This design comes from an exercise in tuning for small area on the open sky130 flow, not from production work.
RTL that was checked went through simulation tests only; none was proved equivalent to the original.
The RTL of run 2 was laid out without a check of its function.
Power is estimated from default activity; no workload was simulated.

==> flow/config.mk <==
export PLATFORM = sky130hd
export DESIGN_NAME = sphc
export DESIGN_NICKNAME = sphc
export VERILOG_FILES = /design/flow/design.v
export SDC_FILE = /design/flow/constraint.sdc
export NUM_CORES = 4
export LEC_CHECK = 0
export CAP_MARGIN = 20
export CORE_MARGIN = 2
export CORE_UTILIZATION = 40
export SLEW_MARGIN = 20
==> flow/constraint.sdc <==
create_clock -name core_clock -period 10.0 [get_ports {clk}]
set_input_delay 2.0000 -clock core_clock [delete_from_list [all_inputs] [get_ports {clk}]]
set_output_delay 2.0000 -clock core_clock [all_outputs]
set_load 0.01 [all_outputs]
==> flow/design.v <==
module sphc #(
    parameter W    = 20,    
    parameter DT   = 1,     
    parameter DT_W = 8      
) (
    input  wire         clk,
    input  wire         rst,      
    input  wire         tick,     
    input  wire [1:0]   mode,     
    input  wire [W-1:0] speed,    
    input  wire         dir,      
    input  wire         stop,     
    output wire [7:0]   out,      
    output wire [2:0]   pos,
    output wire [W-1:0] now,
    output wire         halted,
    output wire [1:0]   cause
);
    localparam [3:0] S_INIT  = 4'h0,
                     S_FETCH = 4'h1,
                     S_BREAK = 4'h2,
                     S_DEAD  = 4'h3,
                     S_MAKE  = 4'h4,
                     S_ADV   = 4'h5,
                     S_WENT  = 4'h6,
                     S_SPIN  = 4'h7,
                     S_HALT  = 4'h8;
    localparam [1:0] MODE_FULL = 2'b01,
                     MODE_HALF = 2'b10;
    localparam [1:0] C_NONE     = 2'b00,
                     C_BADMODE  = 2'b01,
                     C_BADSPEED = 2'b10,
                     C_STOP     = 2'b11;
    reg [3:0]      ctl;
    reg [2:0]      pos_r;
    reg [1:0]      mode_l;
    reg [7:0]      row;
    reg [1:0]      ph;
    reg [DT_W-1:0] dtc;
    reg [7:0]      out_r;
    reg [W-1:0]    tick_cnt;
    reg [W-1:0]    t0;
    reg [W-1:0]    speed_l;
    reg [1:0]      cause_r;
    reg [7:0] rom_data;
    always @(*) begin
        case ({mode_l[0], pos_r})
            4'd0:  rom_data = 8'h66;    
            4'd1:  rom_data = 8'h60;
            4'd2:  rom_data = 8'h69;
            4'd3:  rom_data = 8'h09;
            4'd4:  rom_data = 8'h99;
            4'd5:  rom_data = 8'h90;
            4'd6:  rom_data = 8'h96;
            4'd7:  rom_data = 8'h06;
            4'd8:  rom_data = 8'h66;    
            4'd9:  rom_data = 8'h69;
            4'd10: rom_data = 8'h99;
            4'd11: rom_data = 8'h96;
            default: rom_data = 8'h00;
        endcase
    end
    wire [3:0]   tab_len  = (mode_l == MODE_HALF) ? 4'd8 : 4'd4;
    wire [W-1:0] elapsed  = tick_cnt - t0;
    wire         mode_ok  = (mode == MODE_FULL) || (mode == MODE_HALF);
    wire         speed_ok = (speed != {W{1'b0}});
    always @(posedge clk) begin
        if (rst)
            tick_cnt <= {W{1'b0}};
        else if (tick)
            tick_cnt <= tick_cnt + 1'b1;
    end
    always @(posedge clk) begin
        if (rst) begin
            ctl     <= S_INIT;
            pos_r   <= 3'd0;
            mode_l  <= 2'b00;
            row     <= 8'h00;
            ph      <= 2'd0;
            dtc     <= {DT_W{1'b0}};
            out_r   <= 8'h00;
            t0      <= {W{1'b0}};
            speed_l <= {W{1'b0}};
            cause_r <= C_NONE;
        end else begin
            case (ctl)
                S_INIT: begin
                    if (!mode_ok) begin
                        out_r   <= 8'h00;
                        cause_r <= C_BADMODE;
                        ctl     <= S_HALT;
                    end else if (!speed_ok) begin
                        out_r   <= 8'h00;
                        cause_r <= C_BADSPEED;
                        ctl     <= S_HALT;
                    end else begin
                        mode_l  <= mode;
                        ctl     <= S_FETCH;
                    end
                end
                S_FETCH: begin
                    row <= rom_data;
                    ph  <= 2'd0;
                    ctl <= S_BREAK;
                end
                S_BREAK: begin
                    out_r[2*ph +: 2] <= 2'b00;
                    dtc <= DT[DT_W-1:0];
                    ctl <= S_DEAD;
                end
                S_DEAD: begin
                    if (dtc > 1) begin
                        dtc <= dtc - 1'b1;
                    end else begin
                        dtc <= {DT_W{1'b0}};
                        ctl <= S_MAKE;
                    end
                end
                S_MAKE: begin
                    out_r[2*ph +: 2] <= row[2*ph +: 2];
                    if (ph == 2'd3) begin
                        ctl <= S_ADV;
                    end else begin
                        ph  <= ph + 1'b1;
                        ctl <= S_BREAK;
                    end
                end
                S_ADV: begin
                    if (!dir) begin
                        if ({1'b0, pos_r} + 4'd1 == tab_len)
                            pos_r <= 3'd0;
                        else
                            pos_r <= pos_r + 1'b1;
                    end else begin
                        if (pos_r == 3'd0)
                            pos_r <= tab_len[2:0] - 1'b1;
                        else
                            pos_r <= pos_r - 1'b1;
                    end
                    ctl <= S_WENT;
                end
                S_WENT: begin
                    if (!speed_ok) begin
                        out_r   <= 8'h00;
                        cause_r <= C_BADSPEED;
                        ctl     <= S_HALT;
                    end else begin
                        t0      <= tick_cnt;
                        speed_l <= speed;
                        ctl     <= S_SPIN;
                    end
                end
                S_SPIN: begin
                    if (stop) begin
                        out_r   <= 8'h00;
                        cause_r <= C_STOP;
                        ctl     <= S_HALT;
                    end else if (elapsed >= speed_l) begin
                        ctl <= S_FETCH;
                    end
                end
                S_HALT: begin
                    ctl <= S_HALT;
                end
                default: begin
                    out_r <= 8'h00;
                    ctl   <= S_HALT;
                end
            endcase
        end
    end
    assign out    = out_r;
    assign pos    = pos_r;
    assign now    = tick_cnt;
    assign halted = (ctl == S_HALT);
    assign cause  = cause_r;
endmodule
==> flow/run.sh <==
#!/bin/bash
# synth_recipe.tcl (not shown) runs the flow's synth.tcl, then flattens the netlist and writes it again
# the make line also repeats each setting of config.mk as NAME=value (left out here)
make -C /OpenROAD-flow-scripts/flow DESIGN_CONFIG=/design/flow/config.mk WORK_HOME=/design/flow/orfs CLKGATE_MAP_FILE= SYNTH_SCRIPT=/design/flow/synth_recipe.tcl finish
==> metrics.json, run 1 <==
{
  "outcome": {
    "result_of_the_run": "complete, no violations"
  },
  "timing": {
    "transition_time_at_the_pin_with_the_least_slew_margin_ps": 1040,
    "final.setup.tns_ps": 0,
    "timing.final.crit_period_ps": 4340,
    "finalHoldWorstSlack_ps": 454,
    "setup_viol": 0,
    "worst_slack_ps": 5660,
    "slew_headroom": 0.304,
    "timing_hold_violations_final": 0,
    "finalCritPeriodShare": 0.434,
    "rsz0062_at_grt": "no",
    "fmaxAchievable_mhz": 231,
    "final-max-slew-violation-count": 0,
    "worst_clock_skew_ps": 5.97
  },
  "logic_synthesis": {
    "synth_largest_type_area_fraction": 0.330,
    "syn_avg_cell_area_um2": 7.80,
    "synth_seq_cells": 93,
    "number_of_enable_type_register_cells_in_the_synthesized_netlist": 0,
    "synth_fp_nets": 802,
    "post_synth_inst_count": 723,
    "synth_sequential_area_ratio": 0.330,
    "netlist_area_mm2": 0.00564,
    "ys_types": 64,
    "async_reset_ff_frac": 0,
    "synthFlopType": "dfxtp_1",
    "synth.top_cells.by_area": "dfxtp_1 33%, ha_1 11%, nand2_1 7.4%",
    "synth.yosys.warnings": 1,
    "dominant_cell_type_by_area_after_synthesis": "dfxtp_1"
  },
  "placed_design": {
    "dp_hpwl_mm": 9.60,
    "gp_congestion": 0.812,
    "port_buffer_count": 60,
    "place_inst": 935,
    "dp_worst_setup_slack_ps": 5250
  },
  "hold_path": {
    "worstHoldPathType": "flip-flop to flip-flop",
    "whs_path_depth": 2
  },
  "final_layout": {
    "layoutNonFillerInstCount": 951,
    "n_antenna_cell": 0,
    "fillers": 1333,
    "final_net_count": 845,
    "syn2layout_area_growth_pct": 18.1,
    "drive_gt1_frac": 0.0402
  },
  "cts": {
    "post_cts_resized": 0,
    "holdBufCountCts": 0,
    "clock_latency_at_the_later_pin_of_the_worst_skew_pair_ps": 350,
    "post_cts_buffers": 0,
    "htree_levels": 3,
    "clkTransAtPathRegs_ps": 60,
    "cts.path.max_buffers": 2,
    "clkSinkCount": 93,
    "cts_tree": "yes",
    "clock_tree.root_cell": "clkbuf_16",
    "numCtsBuffers": 9
  },
  "power_and_ir_drop": {
    "total_leakage_power_nw": 2.45,
    "power_per_cell_area_mw_per_mm2": 135,
    "peakVddDrop_mv": 0.0782
  },
  "flow_run": {
    "maxCapViolCount": 0
  },
  "setup_path": {
    "crit_type": "input port to flip-flop",
    "cp.arrival_ps": 4600,
    "critical_path_peak_fanout": 24,
    "end_kind": "flip-flop",
    "worstSetupStartpointType": "input port",
    "ff2ff_path_depth": 17,
    "critPathRequiredTime_ps": 10260
  },
  "floorplanning": {
    "ios": 61,
    "die_width_um": 123,
    "chipHeight_um": 123,
    "die_area_mm2": 0.0151,
    "placement_rows": 43,
    "placeableCoreArea_mm2": 0.0138,
    "floorplan.initialDensity": 0.408
  },
  "drt": {
    "detailedRoute.firstIterationViolations": 289,
    "postRouteWirelength_mm": 13.0,
    "final_antenna_net_count": 0,
    "drc_errors": 0,
    "routed_wl_per_cell_um": 13.6,
    "vias_per_cell": 5.31,
    "detailedRoute.firstPassIterationCount": 4,
    "via_count": 5054
  },
  "global_route": {
    "grt_overflow": 0,
    "number_of_global_route_vias_before_repair": 4631,
    "grt_pass1_wl_mm": 21.6,
    "grt_antenna_before_repair": 0,
    "gr-usage-all-layers": 0.177,
    "maximum_number_of_pins_on_one_net_before_global_route_repair": 90
  }
}
[synth_stat cells (3+ instances only)]
master,number
and4_1,4
a311oi_1,5
a21oi_1,79
a31oi_1,5
and3_1,12
nor4_1,10
a21o_1,11
o21a_1,5
o211ai_1,4
nand4_1,12
xor2_1,20
nor2b_1,8
o21ai_1,7
o21ai_2,3
buf_2,7
nand2b_1,6
o21ai_0,13
mux2i_1,6
xnor2_1,14
dfxtp_1,93
nand2_1,111
a32o_1,6
buf_1,3
clkbuf_1,21
or3_1,7
nor3_1,13
nand3_1,13
a211oi_1,12
inv_1,55
o31ai_1,5
nor2_1,63
ha_1,51
[metrics by stage]
step	total power, mW	util	cell area [µm²]
floorplan	0.514	-	5640
global placement	0.557	0.461	6370
detailed placement	0.561	0.461	6370
CTS	0.907	0.482	6660
global route	0.944	0.482	6660
finish	0.901	0.482	6660
[cell families (layout without fill, tap and decap cells)]
group | after synthesis | after routing | share of synthesized area
buffers and inverters | 88 | 136 | 0.0601
AOI/OAI and AO/OA | 178 | 178 | 0.201
xor gates and xnor gates | 34 | 34 | 0.0528
DFF | 93 | 93 | 0.330
and+or+nand+nor | 272 | 272 | 0.228
muxes | 6 | 6 | 0.0106
adders and majority gates | 52 | 52 | 0.117
[state kept, by name, summed over array words and instances, names as in the netlist]
signal	count
cause_r	2
ctl	4
dtc	8
mode_l	2
out_r	8
ph	2
pos_r	3
row	4
speed_l	20
t0	20
tick_cnt	20
[power breakdown]
| part | leakage [nW] | internal, mW | switching (mW) |
|---|---|---|---|
| registers | 0.751 | 0.382 | 0.0194 |
| clock network | 0.143 | 0.200 | 0.147 |
| logic | 1.56 | 0.0664 | 0.0856 |
| total | 2.45 | 0.649 | 0.252 |
[final timing paths]
| path | startpoint | to | slack [ps] |
|---|---|---|---|
| setup / recovery | speed[15] | t0[18]$_SDFFE_PP0P_ | 5660 |
| hold / removal | speed_l[9]$_SDFFE_PP0P_ | speed_l[9]$_SDFFE_PP0P_ | 450 |
| setup reg to reg | tick_cnt[0]$_SDFFE_PP0P_ | ctl[2]$_SDFFE_PP0P_ | 5930 |
| hold reg to reg | speed_l[9]$_SDFFE_PP0P_ | speed_l[9]$_SDFFE_PP0P_ | 450 |
[critical path, cell delays in order]
cell and delay [ps]:
clkdlybuf4s50_1 420, nor4_1 450, and3_1 340, and2_1 190
or3_1 530, buf_4 400, nand2_1 100, a21oi_1 160
[per-layer routing]
layer	global-route usage	vias to the layer above	routed length [µm]
met5	0	-	0
met4	0.0496	0	172
met3	0.0400	17	501
met2	0.288	87	5960
met1	0.236	2342	6340
li1	-	2608	-
[layout by cell type (no fill, tap or decap), types with 3 or more instances in the layout]
cell type          n
a211oi_1          12
a21o_1            11
a21oi_1           79
a311oi_1           5
a31oi_1            5
a32o_1             6
and3_1            12
and4_1             4
buf_4              3
clkbuf_16          9
clkdlybuf4s50_1   59
dfxtp_1           93
ha_1              51
inv_1             55
mux2i_1            6
nand2_1          111
nand2b_1           6
nand3_1           13
nand4_1           12
nor2_1            63
nor2b_1            8
nor3_1            13
nor4_1            10
o211ai_1           4
o21a_1             5
o21ai_0           13
o21ai_1            7
o21ai_2            3
o31ai_1            5
or3_1              7
xnor2_1           14
xor2_1            20
[cell type report]
cell class | count | area, µm² | area share
tap | 180 | 225 | 0.0338
multi-input combinational | 542 | 3450 | 0.518
sequential | 93 | 1860 | 0.279
inverter | 57 | 214 | 0.0321
clock buffer | 12 | 246 | 0.0370
clock inverter | 4 | 47.5 | 0.00714
timing repair buffer | 63 | 618 | 0.0928
==> run 2: changes to the inputs <==
==> flow/design.v (replaced) <==
module sphc (
    input  wire        clk,
    input  wire        rst,
    input  wire        tick,
    input  wire [1:0]  mode,
    input  wire [19:0] speed,
    input  wire        dir,
    input  wire        stop,
    output wire [7:0]  out,
    output wire [2:0]  pos,
    output wire [19:0] now,
    output wire        halted,
    output wire [1:0]  cause
);
    reg [19:0] tick_cnt;
    reg [19:0] rem;
    reg [3:0]  seq;
    reg [2:0]  pos_r;
    reg [1:0]  mode_l;
    reg [1:0]  cause_r;
    reg        blank;      
    reg        lastdir;    
    wire halt = |cause_r;
    wire init = ~|mode_l & ~halt;
    wire spin = (seq == 4'd15);
    wire half = mode_l[1];
    wire [19:0] m = spin ? rem : speed;
    wire [20:0] ct, cz;
    assign ct[0] = tick;
    assign cz[0] = tick;
    genvar i;
    generate
        for (i = 0; i < 20; i = i + 1) begin : g_cnt
            assign ct[i+1] = ct[i] & tick_cnt[i];
            assign cz[i+1] = cz[i] & ~m[i];
            always @(posedge clk) begin
                tick_cnt[i] <= ~rst & (tick_cnt[i] ^ ct[i]);
                rem[i]      <= m[i] ^ cz[i];
            end
        end
    endgenerate
    wire z = ~|m;
    wire [2:0] h  = half ? pos_r : {pos_r[1:0], 1'b0};
    wire [2:0] hp = lastdir ? h + {1'b0, ~half, half} : h - {1'b0, ~half, half};
    wire ap = (h == 3'd0) | (h == 3'd6) | (h == 3'd7);
    wire an = (h == 3'd2) | (h == 3'd3) | (h == 3'd4);
    wire bp = (h == 3'd0) | (h == 3'd1) | (h == 3'd2);
    wire bn = (h == 3'd4) | (h == 3'd5) | (h == 3'd6);
    wire [7:0] row = {bn, bp, bp, bn, an, ap, ap, an};
    wire pap = ~blank & ((hp == 3'd0) | (hp == 3'd6) | (hp == 3'd7));
    wire pan = ~blank & ((hp == 3'd2) | (hp == 3'd3) | (hp == 3'd4));
    wire pbp = ~blank & ((hp == 3'd0) | (hp == 3'd1) | (hp == 3'd2));
    wire pbn = ~blank & ((hp == 3'd4) | (hp == 3'd5) | (hp == 3'd6));
    wire [7:0] prow = {pbn, pbp, pbp, pbn, pan, pap, pap, pan};
    reg [7:0] out_c;
    integer k;
    always @(*) begin
        for (k = 0; k < 4; k = k + 1) begin
            if (seq >= 3 * k + 4 && seq <= 13)
                out_c[2*k +: 2] = row[2*k +: 2];
            else if (seq == 3 * k + 2 || seq == 3 * k + 3)
                out_c[2*k +: 2] = 2'b00;
            else
                out_c[2*k +: 2] = prow[2*k +: 2];
        end
    end
    wire [2:0] pos_step = dir ? pos_r - 3'd1 : pos_r + 3'd1;
    always @(posedge clk) begin
        if (rst) begin
            seq     <= 4'd0;
            pos_r   <= 3'd0;
            mode_l  <= 2'b00;
            cause_r <= 2'b00;
            blank   <= 1'b1;
        end else if (!halt) begin
            if (init) begin
                if (mode != 2'b01 && mode != 2'b10)
                    cause_r <= 2'b01;
                else if (z)
                    cause_r <= 2'b10;
                else
                    mode_l <= mode;
            end else begin
                if (!spin || z)
                    seq <= seq + 4'd1;
                if (seq == 4'd13) begin
                    pos_r   <= {half & pos_step[2], pos_step[1:0]};
                    lastdir <= dir;
                    blank   <= 1'b0;
                end
                if (seq == 4'd14 && z) begin
                    cause_r <= 2'b10;
                    blank   <= 1'b1;
                end
                if (spin && stop) begin
                    cause_r <= 2'b11;
                    blank   <= 1'b1;
                end
            end
        end
    end
    assign out    = out_c;
    assign pos    = pos_r;
    assign now    = tick_cnt;
    assign halted = halt;
    assign cause  = cause_r;
endmodule
==> flow/flow/run.sh (new file) <==
#!/bin/bash
# Standard layout, with the smallest buffer on every input and output port.
set -euo pipefail
export BUFFER_PORTS_ARGS="-buffer_cell sky130_fd_sc_hd__buf_1"
bash standard.sh > standard.log 2>&1
==> flow/standard.sh (new file) <==
#!/bin/bash
# synth_recipe.tcl (not shown) runs the flow's synth.tcl, then flattens the netlist and writes it again
# the make line also repeats each setting of config.mk as NAME=value (left out here)
make -C /OpenROAD-flow-scripts/flow DESIGN_CONFIG=/design/flow/config.mk WORK_HOME=/design/flow/orfs CLKGATE_MAP_FILE= SYNTH_SCRIPT=/design/flow/synth_recipe.tcl "${@:-finish}"
removed: flow/run.sh
==> run 2 against run 1 <==
Net effect: sequential cell count is 40 lower; clock power fell by 66%; routed wire length fell by 57%; clock skew is 0.59 ps higher; register-to-register slack worse by 1000 ps; largest power group unchanged; sequential share of layout area rose by 4.8 points; critical path depth increased by 14; synthesized cell count decreased by 59%; utilization shrank 0.80 points; final cell count fell by 53%.
==> metrics.json, run 2 <==
{
  "setup_path": {
    "critPathRequiredTime_ps": 10190,
    "cp.arrival_ps": 5770,
    "worstSetupEndpoint": "tick_cnt[19]$_DFF_P_",
    "worst_setup_path_startpoint": "tick",
    "timing.critical_path.slowest_stage_cell": "ha_1",
    "regToRegEndpoint": "rem[19]$_DFF_P_",
    "critical_path_peak_fanout": 2,
    "ff2ff_setup_slack_ps": 4880,
    "cells_traversed_along_the_worst_timing_path": "buf_1, ha_1, ha_1, ha_1, ha_1, ha_1, ha_1, ha_1, ha_1, ha_1, ha_1, ha_1, ha_1, ha_1, ha_1, ha_1, ha_1, ha_1, ha_1, ha_1, xnor2_1, nor2_1",
    "cp_common_cell": "ha_1",
    "ff2ff_path_depth": 24,
    "end_kind": "flip-flop",
    "worst_path_largest_cell_delay_ps": 220,
    "worstSetupStartpointType": "input port",
    "critical_path.reg2reg.startpoint": "seq[1]$_SDFFE_PP0P_",
    "crit_type": "input port to flip-flop"
  },
  "floorplanning": {
    "ios": 61,
    "placeableCoreArea_mm2": 0.00691,
    "placement_rows": 30,
    "floorplan.initialDensity": 0.418,
    "chipHeight_um": 89.0,
    "die_width_um": 89.0,
    "die_area_mm2": 0.00792
  },
  "drt": {
    "postRouteWirelength_mm": 5.57,
    "detailedRoute.firstIterationViolations": 41,
    "routed_wl_per_cell_um": 12.4,
    "drc_errors": 0,
    "dr.max_layer_used": "met4",
    "detailedRoute.firstPassIterationCount": 4,
    "final_antenna_net_count": 0,
    "m1WireLength_mm": 2.80,
    "met2_length_mm": 2.47,
    "wl_met3_um": 219,
    "vias_per_cell": 4.89,
    "via_count": 2189
  },
  "logic_synthesis": {
    "post_synth_most_frequent_cells": "52 x dfxtp_1, 42 x ha_1, 28 x inv_1",
    "syn_avg_cell_area_um2": 9.86,
    "dominant_cell_type_by_area_after_synthesis": "dfxtp_1",
    "synth.yosys.warnings": 1,
    "synth_seq_cells": 53,
    "netlist_area_mm2": 0.00289,
    "synth_largest_type_area_fraction": 0.360,
    "synthMostInstantiatedCell": "dfxtp_1",
    "post_synth_inst_count": 293,
    "synthFlopType": "dfxtp_1",
    "synth_sequential_area_ratio": 0.371,
    "ys_types": 50,
    "async_reset_ff_frac": 0,
    "number_of_enable_type_register_cells_in_the_synthesized_netlist": 1,
    "synth.top_cells.by_area": "dfxtp_1 36%, ha_1 18%, mux2i_1 9.0%",
    "synth_fp_nets": 364
  },
  "timing": {
    "timing_hold_violations_final": 0,
    "transition_time_at_the_pin_with_the_least_slew_margin_ps": 424,
    "timing.final.crit_period_ps": 5580,
    "final.setup.tns_ps": 0,
    "slew_headroom": 0.715,
    "finalHoldWorstSlack_ps": 514,
    "final-max-slew-violation-count": 0,
    "fmaxAchievable_mhz": 179,
    "worst_slack_ps": 4420,
    "worst_clock_skew_ps": 6.56,
    "finalCritPeriodShare": 0.558,
    "setup_viol": 0,
    "rsz0062_at_grt": "no"
  },
  "power_and_ir_drop": {
    "power_per_cell_area_mw_per_mm2": 118,
    "total_leakage_power_nw": 1.43,
    "peakVddDrop_mv": 0.0604
  },
  "cts": {
    "htree_levels": 2,
    "clock_latency_at_the_later_pin_of_the_worst_skew_pair_ps": 300,
    "numCtsBuffers": 5,
    "cts_tree": "yes",
    "clkSinkCount": 53,
    "post_cts_resized": 0,
    "clock_tree.root_cell": "clkbuf_8",
    "clkTransAtPathRegs_ps": 90,
    "cts.path.max_buffers": 2,
    "post_cts_buffers": 0,
    "holdBufCountCts": 0
  },
  "final_layout": {
    "drive_gt1_frac": 0.0511,
    "fillers": 704,
    "top_regs": "rem (20), tick_cnt (20), seq (4)",
    "syn2layout_area_growth_pct": 13.3,
    "final_cell_mix": "60 x buf_1, 52 x dfxtp_1, 42 x ha_1",
    "sequential_cell_area_mm2": 0.00107,
    "final_net_count": 422,
    "layout_commonest_cell": "buf_1",
    "n_antenna_cell": 0,
    "area_occupied_by_multi_input_gates_mm2": 0.00165
  },
  "placed_design": {
    "port_buffer_count": 60,
    "gp_congestion": 0.831,
    "dp_hpwl_mm": 4.38,
    "dp_worst_setup_slack_ps": 4030
  },
  "global_route": {
    "number_of_global_route_vias_before_repair": 2084,
    "grt_overflow": 0,
    "grt_antenna_before_repair": 0,
    "maximum_number_of_pins_on_one_net_before_global_route_repair": 37,
    "gr-usage-all-layers": 0.152,
    "grt_pass1_wl_mm": 9.43
  },
  "outcome": {
    "result_of_the_run": "complete, no violations"
  },
  "hold_path": {
    "worstHoldPathType": "flip-flop to flip-flop"
  },
  "flow_run": {
    "maxCapViolCount": 0
  }
}
-- run 2: cell count changes after synthesis, moves of 12 or more --
cell,delta
a21oi_1,-71
inv_1,-27
nor2b_1,+13
clkbuf_1,-16
nor3_1,-12
xor2_1,-19
nor2_1,-50
nand2_1,-98
mux2i_1,+20
dfxtp_1,-41
-- run 2: area by class of cell --
| cell class | instances | share of cell area |
|---|---|---|
| sequential | 53 | 0.327 |
| inverter | 29 | 0.0333 |
| timing repair buffer | 62 | 0.0734 |
| tap | 96 | 0.0367 |
| clock buffer | 6 | 0.0222 |
| multi-input combinational | 200 | 0.504 |
| clock inverter | 2 | 0.00306 |
-- run 2: where the power goes --
part	total [mW]	switching [mW]	internal (mW)
Clock	0.117	0.0682	0.0487
Combinational	0.0411	0.0239	0.0172
Sequential	0.228	0.00781	0.220
-- run 2: worst min-delay path by stage --
stage | from | end | slack (ps) | cells past startpoint
final | mode_l[0]$_SDFFE_PP0P_ | mode_l[0]$_SDFFE_PP0P_ | 510 | 2
after global routing | mode_l[0]$_SDFFE_PP0P_ | mode_l[0]$_SDFFE_PP0P_ | 550 | 2
after CTS | mode_l[0]$_SDFFE_PP0P_ | mode_l[0]$_SDFFE_PP0P_ | 520 | 2
after detailed placement | mode_l[0]$_SDFFE_PP0P_ | mode_l[0]$_SDFFE_PP0P_ | 500 | 2
after global placement | tick_cnt[19]$_DFF_P_ | tick_cnt[19]$_DFF_P_ | 490 | 2
after floorplan | mode_l[0]$_SDFFE_PP0P_ | mode_l[0]$_SDFFE_PP0P_ | 470 | 2
-- run 2: through the flow --
step	cell area [µm²]	instances	power, mW	util
after detailed placement	3190	440	0.274	0.462
after global routing	3270	448	0.409	0.474
after global placement	3190	440	0.274	0.462
final	3270	448	0.386	0.474
after floorplan	2890	293	0.260	-
after CTS	3270	448	0.391	0.474
-- run 2: metal layers --
metal  vias up  global-route usage
li1       1142                   -
met1       991               0.208
met2        47               0.240
met3         9              0.0305
met4         0              0.0502
met5         -                   0
-- run 2: worst max-delay path, delay by kind of cell --
family / cells / cell delay (ps)
and+or+nand+nor: 1 / 50
adders and majority gates: 19 / 3450
xor gates and xnor gates: 1 / 160
buffers and inverters: 1 / 120
-- run 2: cell families after synthesis --
logic type / Yosys count / share of synthesized area
multiplexers: 27 / 0.0948
flip-flops: 53 / 0.371
buffers and inverters: 40 / 0.0585
AND/OR/NAND/NOR: 82 / 0.161
XOR/XNOR: 7 / 0.0238
adder cells (fa/ha/maj): 44 / 0.196
AO/OA/AOI/OAI: 40 / 0.0953
==> run 3: changes to the inputs <==
==> flow/design.v (replaced) <==
module sphc (
    input  wire        clk,
    input  wire        rst,
    input  wire        tick,
    input  wire [1:0]  mode,
    input  wire [19:0] speed,
    input  wire        dir,
    input  wire        stop,
    output wire [7:0]  out,
    output wire [2:0]  pos,
    output wire [19:0] now,
    output wire        halted,
    output wire [1:0]  cause
);
    reg [19:0] tick_cnt;
    reg [19:0] rem;
    reg [3:0]  seq;
    reg [2:0]  pos_r;
    reg [1:0]  mode_l;
    reg [1:0]  cause_r;
    reg [7:0]  out_r;
    wire halt = |cause_r;
    wire init = ~|mode_l & ~halt;
    wire spin = (seq == 4'd15);
    wire half = mode_l[1];
    wire [19:0] m = spin ? rem : speed;
    wire        z = ~|m;
    wire [2:0] h  = half ? pos_r : {pos_r[1:0], 1'b0};
    wire ap = (h == 3'd0) | (h == 3'd6) | (h == 3'd7);
    wire an = (h == 3'd2) | (h == 3'd3) | (h == 3'd4);
    wire bp = (h == 3'd0) | (h == 3'd1) | (h == 3'd2);
    wire bn = (h == 3'd4) | (h == 3'd5) | (h == 3'd6);
    wire [7:0] row = {bn, bp, bp, bn, an, ap, ap, an};
    wire [2:0] pos_step = dir ? pos_r - 3'd1 : pos_r + 3'd1;
    wire [20:0] ct, cz;
    assign ct[0] = tick;
    assign cz[0] = tick;
    genvar i;
    generate
        for (i = 0; i < 20; i = i + 1) begin : g_cnt
            assign ct[i+1] = ct[i] & tick_cnt[i];
            assign cz[i+1] = cz[i] & ~m[i];
            always @(posedge clk) begin
                tick_cnt[i] <= ~rst & (tick_cnt[i] ^ ct[i]);
                rem[i]      <= m[i] ^ cz[i];
            end
        end
    endgenerate
    integer k;
    always @(posedge clk) begin
        if (rst) begin
            seq     <= 4'd0;
            pos_r   <= 3'd0;
            mode_l  <= 2'b00;
            cause_r <= 2'b00;
            out_r   <= 8'h00;
        end else if (!halt) begin
            if (init) begin
                if (mode != 2'b01 && mode != 2'b10)
                    cause_r <= 2'b01;
                else if (z)
                    cause_r <= 2'b10;
                else
                    mode_l <= mode;
            end else begin
                if (!spin || z)
                    seq <= seq + 4'd1;
                for (k = 0; k < 4; k = k + 1) begin
                    if (seq == 3 * k + 1)
                        out_r[2*k +: 2] <= 2'b00;
                    if (seq == 3 * k + 3)
                        out_r[2*k +: 2] <= row[2*k +: 2];
                end
                if (seq == 4'd13)
                    pos_r <= {half & pos_step[2], pos_step[1:0]};
                if (seq == 4'd14 && z) begin
                    cause_r <= 2'b10;
                    out_r   <= 8'h00;
                end
                if (spin && stop) begin
                    cause_r <= 2'b11;
                    out_r   <= 8'h00;
                end
            end
        end
    end
    assign out    = out_r;
    assign pos    = pos_r;
    assign now    = tick_cnt;
    assign halted = halt;
    assign cause  = cause_r;
endmodule
==> flow/run.sh (new file) <==
#!/bin/bash
# synth_recipe.tcl (not shown) runs the flow's synth.tcl, then flattens the netlist and writes it again
# the make line also repeats each setting of config.mk as NAME=value (left out here)
make -C /OpenROAD-flow-scripts/flow DESIGN_CONFIG=/design/flow/config.mk WORK_HOME=/design/flow/orfs CLKGATE_MAP_FILE= SYNTH_SCRIPT=/design/flow/synth_recipe.tcl finish
removed: flow/flow/run.sh
removed: flow/standard.sh
==> run 3 against run 2 <==
Net effect: via count rose by 6.7%; area after synthesis rose by 2.8%; setup slack got worse by 380 ps; largest power group unchanged; synthesized cell count rose by 3.1%.
==> metrics.json, run 3 <==
{
  "cts": {
    "post_cts_buffers": 0,
    "cts_tree": "yes",
    "clock_latency_at_the_later_pin_of_the_worst_skew_pair_ps": 340,
    "clkSinkCount": 59,
    "numCtsBuffers": 9,
    "clkTransAtPathRegs_ps": 70,
    "cts.path.max_buffers": 2,
    "post_cts_resized": 0,
    "clock_tree.root_cell": "clkbuf_8",
    "htree_levels": 3,
    "holdBufCountCts": 0
  },
  "hold_path": {
    "min_to": "out_r[1]$_SDFFE_PP0P_",
    "whs_path_depth": 2,
    "hold_path_startpoint": "out_r[1]$_SDFFE_PP0P_",
    "worstHoldPathType": "flip-flop to flip-flop"
  },
  "timing": {
    "finalHoldWorstSlack_ps": 461,
    "final.setup.tns_ps": 0,
    "final-max-slew-violation-count": 0,
    "fmaxAchievable_mhz": 168,
    "transition_time_at_the_pin_with_the_least_slew_margin_ps": 639,
    "finalCritPeriodShare": 0.596,
    "setup_viol": 0,
    "slew_headroom": 0.574,
    "worst_clock_skew_ps": 5.74,
    "timing_hold_violations_final": 0,
    "timing.final.crit_period_ps": 5960,
    "rsz0062_at_grt": "no"
  },
  "placed_design": {
    "dp_hpwl_mm": 4.57,
    "port_buffer_count": 60,
    "place_inst": 450,
    "gp_congestion": 0.757
  },
  "logic_synthesis": {
    "netlist_area_mm2": 0.00297,
    "synth_sequential_area_ratio": 0.398,
    "synth_seq_cells": 59,
    "synth_largest_type_area_fraction": 0.398,
    "ys_types": 45,
    "post_synth_most_frequent_cells": "59 x dfxtp_1, 42 x ha_1, 28 x inv_1",
    "syn_avg_cell_area_um2": 9.83,
    "synthMostInstantiatedCell": "dfxtp_1",
    "dominant_cell_type_by_area_after_synthesis": "dfxtp_1",
    "synth_fp_nets": 372,
    "synth.yosys.warnings": 1,
    "synthFlopType": "dfxtp_1",
    "post_synth_inst_count": 302,
    "number_of_enable_type_register_cells_in_the_synthesized_netlist": 0,
    "synth.top_cells.by_area": "dfxtp_1 40%, ha_1 18%, mux2i_1 8.4%",
    "async_reset_ff_frac": 0
  },
  "setup_path": {
    "crit_type": "input port to flip-flop",
    "ff2ff_path_depth": 23,
    "critPathRequiredTime_ps": 10230,
    "regToRegEndpoint": "rem[19]$_DFF_P_",
    "worstSetupStartpointType": "input port",
    "ff2ff_setup_slack_ps": 4660,
    "cp.arrival_ps": 6190,
    "end_kind": "flip-flop",
    "critical_path.reg2reg.startpoint": "seq[0]$_SDFFE_PP0P_",
    "critical_path_peak_fanout": 2
  },
  "global_route": {
    "grt_pass1_wl_mm": 10.4,
    "grt_overflow": 0,
    "maximum_number_of_pins_on_one_net_before_global_route_repair": 40,
    "grt_antenna_before_repair": 0,
    "number_of_global_route_vias_before_repair": 2290,
    "gr-usage-all-layers": 0.157
  },
  "final_layout": {
    "n_antenna_cell": 0,
    "final_net_count": 432,
    "layoutNonFillerInstCount": 466,
    "layout_commonest_cell": "clkdlybuf4s50_1",
    "post-route-util": 0.533,
    "area_occupied_by_multi_input_gates_mm2": 0.00162,
    "fillers": 703,
    "syn2layout_area_growth_pct": 29.6,
    "top_regs": "rem (20), tick_cnt (20), out_r (8)",
    "drive_gt1_frac": 0.0654,
    "sequential_cell_area_mm2": 0.00118,
    "final_cell_mix": "60 x clkdlybuf4s50_1, 59 x dfxtp_1, 42 x ha_1"
  },
  "floorplanning": {
    "chipHeight_um": 90.2,
    "die_area_mm2": 0.00813,
    "ios": 61,
    "placeableCoreArea_mm2": 0.00721,
    "placement_rows": 31,
    "die_width_um": 90.2,
    "floorplan.initialDensity": 0.412
  },
  "power_and_ir_drop": {
    "total_power_uw": 517,
    "power_per_cell_area_mw_per_mm2": 134,
    "peakVddDrop_mv": 0.0814,
    "total_leakage_power_nw": 1.65
  },
  "drt": {
    "postRouteWirelength_mm": 6.02,
    "routed_wl_per_cell_um": 12.9,
    "detailedRoute.firstIterationViolations": 77,
    "detailedRoute.firstPassIterationCount": 4,
    "drc_errors": 0,
    "final_antenna_net_count": 0,
    "vias_per_cell": 5.01,
    "via_count": 2335
  },
  "flow_run": {
    "maxCapViolCount": 0
  },
  "outcome": {
    "result_of_the_run": "complete, no violations"
  }
}
## run 3: changes by cell type after synthesis, sizes merged, moves of 4 or more
cell	before	now
a21oi	8	16
dfxtp	52	59
nand2b	4	0
nand4	2	7
nor2	14	18
nor4	8	12
o21ai	9	3
o22ai	5	0
or4	5	0
## run 3: kinds of logic (layout without fill, tap and decap cells)
kind of cell | Yosys count | after routing | synth area share
compound gates | 38 | 38 | 0.0906
xor+xnor | 4 | 4 | 0.0118
fa+ha+maj | 43 | 43 | 0.184
buf+inv | 41 | 106 | 0.0569
flops | 59 | 59 | 0.398
mux | 28 | 28 | 0.0957
simple gates | 89 | 89 | 0.164
## run 3: where the power goes
part           leakage, nW  switching, mW  internal [mW]
Sequential           0.484        0.00556          0.243
Clock               0.0916          0.104          0.116
Combinational         1.08         0.0244         0.0244
Total                 1.65          0.134          0.384
## run 3: worst max-delay path, cell delays in order
cell	delay [ps]
clkdlybuf4s50_1	480
mux2i_1	70
ha_1	210
ha_1	180
ha_1	190
ha_1	180
ha_1	180
ha_1	190
ha_1	180
ha_1	180
ha_1	190
ha_1	190
ha_1	190
ha_1	180
ha_1	190
ha_1	180
ha_1	180
ha_1	180
ha_1	180
ha_1	180
ha_1	190
xnor2_1	120
## run 3: metal layers
metal,global-route usage,up-vias,part of all wire
li1,-,1189,-
met1,0.198,1079,0.46
met2,0.249,56,0.47
met3,0.0402,11,0.054
met4,0.0795,0,0.020
met5,0,-,0
## run 3: worst max-delay path by stage
| stage | startpoint | end | cells after the start |
|---|---|---|---|
| floorplan | tick | tick_cnt[18]$_DFF_P_ | 20 |
| detailed placement | speed[0] | rem[19]$_DFF_P_ | 22 |
| finish | speed[0] | rem[19]$_DFF_P_ | 22 |
| CTS | speed[0] | rem[19]$_DFF_P_ | 22 |
| global placement | speed[0] | rem[19]$_DFF_P_ | 22 |
| global route | speed[0] | rem[19]$_DFF_P_ | 22 |
## run 3: cell type report
type / instances / share of cell area
clock buffers: 9 / 0.0322
inverters: 28 / 0.0273
repair buffers: 62 / 0.160
flip-flops and latches: 59 / 0.307
clock inverters: 7 / 0.0205
well taps: 99 / 0.0322
multi-input cells: 202 / 0.421
## run 3: metrics by stage
stage | setup slack, ps | area (µm²)
floorplan | 4420 | 2970
global placement | 3630 | 3640
detailed placement | 3650 | 3640
CTS | 4000 | 3850
global route | 3790 | 3850
finish | 4040 | 3850

## what the ideal ports hide
Ports are ideal in the flow. The routed layouts listed here were re-timed in OpenROAD.
Step 1 assumes that a clkbuf_16 drives the clock port and a buf_2 every other input.
Step 2 moves the port delays by t, midway between the first and last clock arrival at a register: inputs arrive t later, outputs are due t later. That takes back most of the time a late clock gives input paths.
Slacks: ideal ports / drivers / drivers and shift; pairs: ideal ports / drivers.
run | shift t [ns] | slack for setup (ns) | hold slack, ns | clock arrival spread, ns | worst register clock-pin slew, ns
run 1 | 0.384 | 5.664 / 5.675 / 5.291 | 0.454 / 0.454 / 0.454 | 0.007 / 0.007 | 0.07 / 0.07
run 2 | 0.329 | 4.416 / 4.425 / 4.097 | 0.514 / 0.514 / 0.514 | 0.007 / 0.007 | 0.09 / 0.09
run 3 | 0.363 | 4.035 / 4.041 / 3.678 | 0.461 / 0.461 / 0.461 | 0.006 / 0.006 | 0.07 / 0.07
After both steps every run listed still meets setup and hold. The setup slack of run 1, which loses most, moves by +0.011 ns with the drivers and by -0.373 ns with both steps.
